Background: an optimization exercise with open tools, aiming at small area, a short achievable clock period and few clock cycles. Do not read the settings as production practice.
No functional check of the RTL was part of any run shown here.
Power and IR drop assume default switching activity.

### design/flow/flow/run.sh
#!/bin/bash
# Layout flow: the standard ORFS flow (standard.sh, unchanged synthesis,
# floorplan, power grid and tap cells), with two changes:
#  - the port buffers are plain buffers (buffer_ports -buffer_cell) instead of
#    the delay cells buffer_ports picks by default;
#  - settings from flow/extra.env, passed to make as VAR=value.
# Each tool's full output goes to a log file in this folder.
set -euo pipefail
here=$(pwd)
extra=()
if [[ -f flow/extra.env ]]; then
  while IFS= read -r line; do
    [[ -z "$line" || "$line" == \#* ]] && continue
    extra+=("$line")
  done < flow/extra.env
fi
bash standard.sh "${extra[@]}" finish > "$here/orfs_flow.log" 2>&1
### design/flow/flow/extra.env
BUFFER_PORTS_ARGS=-buffer_cell sky130_fd_sc_hd__buf_2
### design/flow/standard.sh
#!/bin/bash
# synth_recipe.tcl (not shown) runs the flow's synth.tcl, then flattens the netlist and writes it again
# the make line also repeats each setting of config.mk as NAME=value (left out here)
make -C /OpenROAD-flow-scripts/flow DESIGN_CONFIG=/design/flow/config.mk WORK_HOME=/design/flow/orfs CLKGATE_MAP_FILE= SYNTH_SCRIPT=/design/flow/synth_recipe.tcl "${@:-finish}"
### design/flow/config.mk
export PLATFORM = sky130hd
export DESIGN_NAME = fpga_disp_ctrl
export DESIGN_NICKNAME = fpga_disp_ctrl
export VERILOG_FILES = /design/flow/design.v
export SDC_FILE = /design/flow/constraint.sdc
export NUM_CORES = 4
export LEC_CHECK = 0
export ABC_AREA = 1
export CAP_MARGIN = 20
export CORE_MARGIN = 2
export CORE_UTILIZATION = 40
export CTS_BUF_LIST = sky130_fd_sc_hd__clkbuf_8
export SETUP_SLACK_MARGIN = 5
export SLEW_MARGIN = 20
### design/flow/constraint.sdc
create_clock -name core_clock -period 8.0 [get_ports {clk}]
set_input_delay 1.6000 -clock core_clock [delete_from_list [all_inputs] [get_ports {clk}]]
set_output_delay 1.6000 -clock core_clock [all_outputs]
set_load 0.01 [all_outputs]
### design/flow/design.v
module fpga_disp_ctrl (
  input  wire        clk,
  input  wire        rst,        
  input  wire        ev_valid,
  output wire        ev_ready,
  input  wire [2:0]  ev_type,
  input  wire [7:0]  ev_data,
  output reg         intn,
  output reg         cdone,
  output reg         redraw,
  output reg         fb_we,
  output reg  [14:0] fb_addr,
  output reg  [7:0]  fb_data
);
  localparam [2:0] S_PROG   = 3'd0,
                   S_CMD    = 3'd1,
                   S_PARAM  = 3'd2,
                   S_SCENE  = 3'd3,
                   S_LINE   = 3'd4,
                   S_DATA   = 3'd5,
                   S_FILL   = 3'd6,
                   S_FILLS  = 3'd7;
  localparam [1:0] C_MATCH = 2'd0,    
                   C_SKIP  = 2'd1,    
                   C_SET0  = 2'd2,    
                   C_SET1  = 2'd3;    
  localparam [14:0] A_TOP = 15'd25308;
  reg        rdy;           
  reg [2:0]  st;
  reg        cs, rst_l, sclk;
  reg        set0;          
  reg [8:0]  cnt;
  reg        aux;
  wire [4:0] cpos  = fb_addr[4:0];    
  wire [1:0] cmode = fb_addr[6:5];
  wire [5:0] scnt  = fb_addr[12:7];   
  assign ev_ready = rdy;
  wire       acc    = ev_valid && rdy;
  wire [7:0] b      = ev_data;
  wire       e_byte = acc && ev_type == 3'd0 && cs;
  wire       e_cs   = acc && ev_type == 3'd1 && b[0] != cs;
  wire       e_sclk = acc && ev_type == 3'd2;
  wire       e_rst  = acc && ev_type == 3'd3 && b[0] != rst_l;
  wire       e_rend = acc && ev_type == 3'd4;
  wire       s_prog  = st == S_PROG;
  wire       s_cmd   = st == S_CMD;
  wire       s_scene = st == S_SCENE;
  wire       s_data  = st == S_DATA;
  wire       s_fill  = st[2:1] == 2'b11;
  wire [7:0] d       = fb_data;           
  wire [7:0] exp_c =
    (cpos == 5'd0)  ? "D" : (cpos == 5'd1)  ? "a" : (cpos == 5'd2)  ? "t" :
    (cpos == 5'd3)  ? "e" : (cpos == 5'd4)  ? ":" : (cpos == 5'd5)  ? " " :
    (cpos == 5'd6)  ? "D" : (cpos == 5'd7)  ? "e" : (cpos == 5'd8)  ? "c" :
    (cpos == 5'd9)  ? " " : (cpos == 5'd10) ? "1" : (cpos == 5'd11) ? "0" :
    (cpos == 5'd12) ? " " : (cpos == 5'd13) ? "2" : (cpos == 5'd14) ? "0" :
    (cpos == 5'd15) ? "1" : (cpos == 5'd16) ? "4" : (cpos == 5'd17) ? " " :
    (cpos == 5'd18) ? "0" : (cpos == 5'd19) ? "8" : (cpos == 5'd20) ? ":" :
    (cpos == 5'd21) ? "3" : (cpos == 5'd22) ? "0" : 8'h00;
  reg [1:0] cmode_n;
  reg [4:0] cpos_n;
  always @(*) begin
    cmode_n = cmode;
    cpos_n  = cpos;
    case (cmode)
      C_MATCH: begin
        if (d == 8'h00) begin
          if (cpos >= 5'd5) cmode_n = C_SET1;
          else cpos_n = 5'd0;
        end else if (d == exp_c) begin
          cpos_n = cpos + 5'd1;
          if (cpos == 5'd22) cmode_n = C_SET0;
        end else begin
          cmode_n = (cpos < 5'd5) ? C_SKIP : C_SET1;
        end
      end
      C_SKIP: begin
        if (d == 8'h00) begin
          cmode_n = C_MATCH;
          cpos_n  = 5'd0;
        end
      end
      default: ;
    endcase
  end
  wire       col_end = cnt[7:0] == 8'd172;    
  wire       fresh   = aux && s_data;
  wire [7:0] adj_col = fresh ? ((d < 8'd148) ? d : 8'd0) : fb_addr[7:0];
  wire [14:0] a_adj  = A_TOP + adj_col + !fresh;
  task complete;
    begin
      intn <= 1'b0;
      st   <= S_CMD;
    end
  endtask
  task prog_init;
    begin
      st            <= S_PROG;
      cnt           <= 9'd0;
      fb_addr[12:0] <= 13'd0;           
    end
  endtask
  always @(posedge clk) begin
    if (rst) begin
      rdy    <= 1'b1;
      prog_init;
      cs     <= 1'b0;
      rst_l  <= 1'b0;
      sclk   <= 1'b0;
      aux    <= 1'b0;
      intn   <= 1'b1;
      cdone  <= 1'b0;
      redraw <= 1'b0;
      fb_we  <= 1'b0;
    end else begin
      fb_we <= 1'b0;
      aux   <= 1'b0;
      if (rdy) fb_data <= b;
      if (fb_we || fresh)
        fb_addr <= (col_end || fresh) ? a_adj : fb_addr - 15'd148;
      if (s_scene)
        fb_addr <= A_TOP;
      if (s_prog) begin
        if (aux) begin
          fb_addr[6:5] <= cmode_n;
          fb_addr[4:0] <= cpos_n;
        end
        set0 <= (aux ? cmode_n : cmode) == C_SET0;
      end
      if (!rdy && s_cmd) begin
        rdy  <= 1'b1;
        intn <= 1'b1;
        if (set0) begin
          if (d == 8'h01) begin st <= S_PARAM; cnt <= 9'd0; end
          else if (d == 8'h04) st <= S_SCENE;
          else complete;
        end else begin
          if (d == 8'h00) ;
          else if (d == 8'h01) st <= S_LINE;
          else if (d == 8'h02) begin redraw <= 1'b1; complete; end
          else complete;
        end
      end
      if (!rdy && s_scene) begin
        complete;
        if (d[7:2] == 6'd0) begin
          st      <= (d[1:0] == 2'd1) ? S_FILLS : S_FILL;
          redraw  <= 1'b1;
          fb_we   <= 1'b1;
          fb_data <= (d[1:0] == 2'd2) ? 8'h30 : (d[1:0] == 2'd3) ? 8'h0C : 8'h00;
          cnt     <= 9'd1;
        end else begin
          rdy <= 1'b1;
        end
      end
      if (s_fill) begin
        fb_we <= 1'b1;
        if (col_end)
          cnt <= {(fb_addr[7:0] >= 8'd49) && (fb_addr[7:0] <= 8'd96), 8'd1};
        else
          cnt[7:0] <= cnt[7:0] + 8'd1;
        if (st[0])
          fb_data <= (cnt[8] && cnt[7:0] >= 8'd62 && cnt[7:0] <= 8'd109) ? 8'hFC : 8'h00;
        if (fb_addr == 15'd295) begin               
          rdy <= 1'b1;
          st  <= S_CMD;
        end
      end
      if (e_byte) begin
        case (st)
          S_PROG: begin
            if (!cnt[8]) begin
              cnt <= cnt + 9'd1;
              aux <= cnt[8:1] != 8'd0;
            end
          end
          S_CMD, S_SCENE: rdy <= 1'b0;
          S_PARAM: begin
            if (cnt[1:0] == 2'd3) complete;
            else cnt <= cnt + 9'd1;
          end
          S_LINE: begin
            aux  <= 1'b1;
            cnt  <= 9'd240;
            st   <= S_DATA;
            intn <= 1'b1;
          end
          default: begin             
            if (cnt[7:0] == 8'd188) begin
              st   <= S_LINE;
              intn <= 1'b0;
            end else begin
              if (cnt[7:0] < 8'd172) fb_we <= 1'b1;
              cnt <= cnt + 9'd1;
            end
          end
        endcase
      end
      if (e_cs) begin
        cs <= b[0];
        if (!b[0] && !s_prog) complete;
      end
      if (e_sclk) begin
        sclk <= b[0];
        if (!sclk && b[0] && !cs && s_prog) begin
          fb_addr[12:7] <= scnt + 6'd1;
          if (scnt == 6'd50) begin
            cdone <= 1'b1;
            complete;
          end
        end
      end
      if (e_rst) begin
        rst_l <= b[0];
        if (b[0]) begin
          cdone <= 1'b0;
        end else begin
          intn <= 1'b1;
          prog_init;
        end
      end
      if (e_rend) redraw <= 1'b0;
    end
  end
endmodule
==> flow_summary_export.csv, run 1 <==
group,metric,value,unit
status,status,"no timing/DRC/antenna violations",
min_path,min_path_type,"reg2reg",
global_routing,grt_max_degree,20,
place,portBuffers,41,
synthesis,ys_seq_area_frac,0.229,
finish,final_net_count,825,
finish,final_core_util,0.496,
sta,finalHoldViolations,0,
finish,drive_above_1_share,0.188,
finish,synthToLayoutAreaGrowth,21.0,%
die,ios,42,
clocking,h-tree-depth,2,
finish,multiInputGateArea,3140,um2
finish,diodes,0,
sta,post-route-period-util,0.370,
routing,drc,0,
sta,maxSlewViolCount,0,
clocking,cts_root_buf,"clkbuf_8",
clocking,cts-buffers-inserted,5,
global_routing,grt-ovfl-total,0,
die,rows,38,
critical_path,r2r_start,"fb_addr[3]$_SDFF_PP0_",
critical_path,worstPathArrival,3.14,ns
synthesis,syn_inst,727,
min_path,hold_start,"cdone$_SDFF_PP0_",
routing,drtIter0Drc,360,
sta,slew_headroom,0.449,
critical_path,cp-start-kind,"flip-flop",
routing,vias,5145,
critical_path,startpoint,"fb_addr[3]$_SDFF_PP0_",
die,initial_utilization,0.410,
finish,fin_cells,934,
global_routing,grt_pass1_wl,23.3,mm
clocking,clock_latency,0.32,ns
clocking,ctsHoldBuffers,0,
place,place_congestion,0.990,
sta,finClkSkew,0.00697,ns
synthesis,synth_cell_types,47,
critical_path,critPathRequiredTime,8.18,ns
power,vdd_drop_max,0.0853,mV
place,dp_cells,893,
finish,seqCellArea,1030,um2
clocking,cts.sinks,45,
place,dp_hpwl,11.1,mm
finish,fillCellCount,1113,
synthesis,ys_warn_count,1,
place,placed_cell_area,4720,um2
critical_path,worstSetupPathType,"reg2reg",
synthesis,avgSynthCellArea,6.09,um2
sta,tns,0,ns
synthesis,syn_nets,759,
synthesis,synth_seq_cells,45,
global_routing,grt_pass1_vias,4649,
global_routing,antenna_found_initial,0,
routing,vias_per_cell,5.51,
power,leakage,2.44,nW
sta,worst_pin_slew,0.823,ns
die,coreArea,10800,um2
power,powerDensity,80.3,nW/um2
sta,fmax,338,MHz
synthesis,ys_async_sr_fraction,0,
clocking,clkTransAtPathRegs,0.09,ns
critical_path,crit_fanout,8,
sta,fin_crit,2.96,ns
clocking,clockBufferDepth,2,
routing,drtPass1Iterations,5,
sta,setup_viol,0,
die,die-area,11900,um2
clocking,cts_tree,"done",
global_routing,grtUsageTotal,0.248,
job,cap_violations,0,
sta,rsz0062_at_grt,"true",
synthesis,synthesis.area,4420,um2
critical_path,end_kind,"flip-flop",
routing,antenna_left,0,
die,die_y,109,um
finish,fin_area,5350,um2
synthesis,synthFlopType,"dfxtp_1",
die,fp.dieW,109,um
routing,routedWlPerCell,15.8,um
routing,totalWireLength,14.8,mm
synthesis,synth_edf_count,11,
[critical path: stages (launching register included)]
cell and delay, ns:
dfxtp_4 0.41, clkinvlp_4 0.18, buf_6 0.16, ha_4 0.18, buf_4 0.16, nand3_4 0.08
nand3_1 0.10, nand2_1 0.06, nand2_1 0.05, nand2_2 0.06, nand2_1 0.05, nand2_1 0.06
nand3_2 0.07, nor2_1 0.10, nand3_1 0.08, nor2_1 0.12, nand2_1 0.09, nor2_4 0.17
nand2_4 0.11, nor2_8 0.15, nand2_2 0.07, nand2_2 0.06, nand2_2 0.05, nand2_1 0.05
nand2_1 0.04, nor2_1 0.08
[final timing paths]
kind | to | slack, ns | cells past startpoint
setup / recovery | set0$_DFFE_PP_ | 5.04 | 25
hold / removal | cdone$_SDFF_PP0_ | 0.48 | 2
setup reg to reg | set0$_DFFE_PP_ | 5.04 | 25
hold reg to reg | cdone$_SDFF_PP0_ | 0.48 | 2
[where the power goes]
group / switching, W / total [W] / internal, W
clock: 0.0000864 / 0.000156 / 0.0000691
combinational: 0.0000220 / 0.0000341 / 0.0000121
sequential: 0.00000545 / 0.000240 / 0.000235
[cell usage in the layout, fill, tap and decap left out, types with 7 or more instances in the layout]
cell	instances
nand2_1	166
inv_1	97
nor2_1	88
nand3_1	59
o21ai_0	46
buf_2	41
dfxtp_1	29
a21oi_1	28
buf_4	28
nor3_1	17
a31oi_1	13
xor2_1	13
nand4_1	11
edfxtp_1	11
a211oi_1	10
ha_1	10
nand2_2	9
clkinvlp_4	7
ha_4	7
[Yosys cell counts (all sizes together), types with 2 or more instances]
| cell type | instances | area share |
|---|---|---|
| nor4 | 7 | 0.0099 |
| a32oi | 2 | 0.0040 |
| buf | 11 | 0.019 |
| dfxtp | 34 | 0.15 |
| o2111ai | 3 | 0.0059 |
| o21ai | 55 | 0.062 |
| ha | 18 | 0.051 |
| xnor2 | 4 | 0.0079 |
| o221ai | 3 | 0.0059 |
| xor2 | 13 | 0.026 |
| a41oi | 2 | 0.0040 |
| or2 | 4 | 0.0057 |
| nand3 | 68 | 0.083 |
| a21oi | 31 | 0.035 |
| o31ai | 3 | 0.0051 |
| edfxtp | 11 | 0.075 |
| nor3b | 2 | 0.0034 |
| nand2 | 176 | 0.15 |
| inv | 105 | 0.091 |
| o211ai | 6 | 0.010 |
| a211oi | 10 | 0.017 |
| nor3 | 19 | 0.024 |
| nand4 | 11 | 0.016 |
| and3 | 2 | 0.0028 |
| a221oi | 5 | 0.0099 |
| a31oi | 13 | 0.018 |
| nor2 | 99 | 0.093 |
| clkbuf | 5 | 0.0042 |
[metrics by stage]
stage	hold slack (ns)	setup slack, ns	total power [W]
5_1_grt	0.511	4.84	0.000447
6_report	0.477	5.04	0.000430
3_5_place_dp	0.469	4.58	0.000279
2_1_floorplan	0.479	5.02	0.000264
4_1_cts	0.486	4.98	0.000434
3_3_place_gp	0.463	4.52	0.000278
[kinds of logic after synthesis]
logic type | synth area share
and+or+nand+nor | 0.390
buffers and inverters | 0.115
DFF | 0.229
AOI/OAI and AO/OA | 0.182
adders and majority gates | 0.0509
xor gates and xnor gates | 0.0337
[area by class of cell]
type,count,area share
clock inverters,2,0.00210
multi-input cells,560,0.587
clock buffers,6,0.0154
inverters,106,0.0800
well taps,140,0.0327
repair buffers,75,0.0903
flip-flops and latches,45,0.192
[timing repair]
action / 4_1_cts / 5_1_grt
gates cloned: 0 / 0
gates resized for setup: 9 / 68
pin swaps: 1 / 23
setup buffers: 2 / 31
setup endpoints to repair: 13 / 23
[flip-flops by register name, indices dropped and copies added, names as in the netlist]
name / flops
fb_we: 1
redraw: 1
cs: 1
sclk: 1
cdone: 1
set0: 1
cnt: 9
st: 3
intn: 1
fb_data: 8
rdy: 1
rst_l: 1
fb_addr: 15
aux: 1
[per-layer routing]
| metal | wire [um] | GRT usage |
|---|---|---|
| met5 | 0 | 0 |
| met4 | 386 | 0.0741 |
| met3 | 881 | 0.0365 |
| met2 | 6830 | 0.408 |
| met1 | 6680 | 0.336 |
==> run 2, diff against run 1 <==
==> design/flow/flow/extra.env (replaced) <==
BUFFER_PORTS_ARGS=-buffer_cell sky130_fd_sc_hd__buf_2
SETUP_SLACK_MARGIN=5.4
==> run 2 against run 1 <==
Still clean on timing, DRC and antenna; die area did not move; area after synthesis did not move; clock power fell by 4%; total power rose by 3.4%; critical path depth fell by 4; non-clock buffer count rose by 39; hold slack got worse by 0.0021 ns; global-route usage rose by 2.3 points; largest cell class unchanged; highest routed layer unchanged.
==> flow_summary_export.csv, run 2 <==
group,metric,value,unit
status,status,"no timing/DRC/antenna violations",
clocking,cts.sinks,45,
synthesis,avgSynthCellArea,6.09,um2
routing,vias_per_cell,5.67,
power,powerDensity,73.6,nW/um2
synthesis,syn_inst,727,
place,dp_cells,892,
sta,worst_slack,4.99,ns
synthesis,syn_nets,759,
place,portBuffers,41,
job,cap_violations,0,
synthesis,synthesis.area,4420,um2
die,rows,38,
critical_path,worstPathArrival,3.26,ns
synthesis,synth_cell_types,47,
synthesis,synthTopCellsByArea,"dfxtp_1, nand2_1, inv_1",
finish,diodes,0,
synthesis,ys_async_sr_fraction,0,
sta,fmax,332,MHz
power,leakage,2.72,nW
finish,final_net_count,865,
place,dp_hpwl,11.2,mm
die,ios,42,
global_routing,grt_pass1_wl,25.2,mm
global_routing,grtUsageTotal,0.271,
die,die_y,109,um
synthesis,ys_warn_count,1,
finish,synthToLayoutAreaGrowth,36.5,%
routing,drc,0,
sta,worst_pin_slew,0.692,ns
synthesis,synth_edf_count,11,
place,place_ws,4.59,ns
global_routing,grt-ovfl-total,0,
finish,final_common_cell,"nand2_1",
finish,drive_above_1_share,0.282,
clocking,clock_latency,0.33,ns
finish,largest_reg_flops,15,
die,initial_utilization,0.410,
sta,maxSlewViolCount,0,
routing,drtIter0Drc,487,
clocking,clkTransAtPathRegs,0.09,ns
sta,tns,0,ns
routing,totalWireLength,16.6,mm
routing,antenna_left,0,
finish,reg_top3,"fb_addr x15, cnt x9, fb_data x8",
routing,vias,5522,
clocking,h-tree-depth,2,
synthesis,synth_top_area_share,0.154,
clocking,cts_root_buf,"clkbuf_8",
sta,post-route-period-util,0.376,
sta,setup_viol,0,
clocking,cts_tree,"done",
synthesis,ys_seq_area_frac,0.229,
clocking,ctsHoldBuffers,0,
critical_path,critPathRequiredTime,8.25,ns
die,die-area,11900,um2
sta,slew_headroom,0.537,
global_routing,grt_pass1_vias,5073,
clocking,cts-buffers-inserted,5,
critical_path,end_kind,"flip-flop",
synthesis,synth_seq_cells,45,
routing,routedWlPerCell,17.1,um
synthesis,synth_most_common_cell,"nand2_1",
place,place_congestion,0.946,
sta,rsz0062_at_grt,"true",
synthesis,synthFlopType,"dfxtp_1",
critical_path,worstSetupPathType,"reg2reg",
finish,fin_cells,974,
clocking,clockBufferDepth,2,
die,fp.dieW,109,um
sta,fin_crit,3.01,ns
sta,finClkSkew,0.0205,ns
synthesis,synth_largest_area_cell,"dfxtp_1",
min_path,min_path_type,"reg2reg",
power,vdd_drop_max,0.0883,mV
die,coreArea,10800,um2
critical_path,crit_fanout,6,
routing,drtPass1Iterations,6,
finish,top_register,"fb_addr",
finish,final_cell_mix,"nand2_1, inv_1, nor2_1",
sta,finalHoldViolations,0,
synthesis,netlist_top_cells_count,"nand2_1, inv_1, nor2_1, nand3_1, o21ai_0",
critical_path,cp-start-kind,"flip-flop",
global_routing,antenna_found_initial,0,
global_routing,grt_max_degree,17,
-- run 2: cell counts after synthesis --
Identical to the previous run, type by type.
-- run 2: where the power goes --
| group | leakage [nW] | switching (W) | total (W) | internal (W) |
|---|---|---|---|---|
| Clock | 0.0467 | 0.0000904 | 0.000150 | 0.0000596 |
| Combinational | 2.29 | 0.0000318 | 0.0000560 | 0.0000242 |
| Sequential | 0.387 | 0.00000397 | 0.000238 | 0.000234 |
| Total | 2.72 | 0.000126 | 0.000444 | 0.000318 |
-- run 2: repair_timing --
action | in CTS | in global routing
buffers inserted | 46 | 26
setup endpoints to repair | 44 | 43
gates cloned | 0 | 2
pin swaps | 19 | 26
resized for setup | 72 | 77
-- run 2: final cells by class --
type,count,area [um2]
Tap cell,140,175
Multi-Input combinational cell,561,3400
Timing Repair Buffer,114,895
Fill cell,1007,4750
Sequential cell,45,1040
Clock buffer,5,68.8
Clock inverter,3,15.0
Inverter,106,445
-- run 2: path summary, 6_finish.rpt --
check | from | end | slack [ns] | depth (start not counted)
setup / recovery | fb_addr[3]$_SDFF_PP0_ | fb_addr[2]$_SDFF_PP0_ | 4.99 | 21
hold / removal | cdone$_SDFF_PP0_ | cdone$_SDFF_PP0_ | 0.48 | 2
setup reg to reg | fb_addr[3]$_SDFF_PP0_ | fb_addr[2]$_SDFF_PP0_ | 4.99 | 21
hold reg to reg | cdone$_SDFF_PP0_ | cdone$_SDFF_PP0_ | 0.48 | 2
-- run 2: per-stage QoR --
step | power (W) | hold slack [ns] | utilization | area [um2]
floorplan | 0.000266 | 0.479 | - | 4500
global placement | 0.000281 | 0.470 | 0.442 | 4770
detailed placement | 0.000281 | 0.457 | 0.442 | 4770
CTS | 0.000436 | 0.478 | 0.509 | 5500
global route | 0.000458 | 0.514 | 0.559 | 6040
finish | 0.000444 | 0.475 | 0.559 | 6040
-- run 2: kinds of logic (layout without fill, tap and decap cells) --
kind of cell,after synthesis,after routing,share of synthesized area
AND/OR/NAND/NOR,389,390,0.390
flip-flops,45,45,0.229
adder cells (fa/ha/maj),18,18,0.0509
XOR/XNOR,17,17,0.0337
AO/OA/AOI/OAI,136,136,0.182
buffers and inverters,122,228,0.115
-- run 2: worst max-delay path, stage by stage (launching register included) --
cell        delay, ns
dfxtp_4          0.41
clkinvlp_4       0.18
ha_4             0.23
clkbuf_2         0.17
nand3_2          0.12
nand3_1          0.11
nor2_1           0.13
nand4_1          0.12
nand2_1          0.08
nand2_1          0.09
nand3_1          0.10
nand3_2          0.10
nor2_2           0.12
nand2_2          0.07
nor2_4           0.12
nand2_4          0.12
nor2_8           0.15
buf_4            0.13
nand2_1          0.07
nand2_1          0.08
nand3_1          0.10
a21oi_2          0.16
-- run 2: metal layers --
metal  part of all wire  vias up  GRT usage
met4              0.020        0     0.0850
met5                  0        -          0
met1               0.41     2568      0.349
li1                   -     2645          -
met3              0.073       30     0.0359
met2               0.49      279      0.468

-- what the ideal ports hide --
No port has a modelled driver above. Below, the same layouts with a new extraction and two added sets of constraints. Step 1 sets driving cells, clkbuf_16 on the clock port and buf_2 on the other inputs (assumed; they add their load-dependent delay and slew). Step 2 times the ports against the registers' clock, not the clock port: input delays grow and output delays shrink by t, the midpoint of the rising clock arrivals with the driver on. a / b / c = no drivers / after step 1 / after step 2; a / b = the first two.
run	shift t [ns]	setup slack, ns	latest minus earliest clock arrival (ns)	slew at the worst register clock pin (ns)	cell pins on the clock port's net
run 1	0.353	5.041 / 5.041 / 4.797	0.007 / 0.007	0.09 / 0.09	1
run 2	0.354	4.991 / 4.991 / 4.846	0.021 / 0.021	0.10 / 0.10	1
After both steps every run listed still meets setup and hold. The setup slack of run 1, which loses most, moves by 0.000 ns with the drivers and by -0.244 ns with both steps.
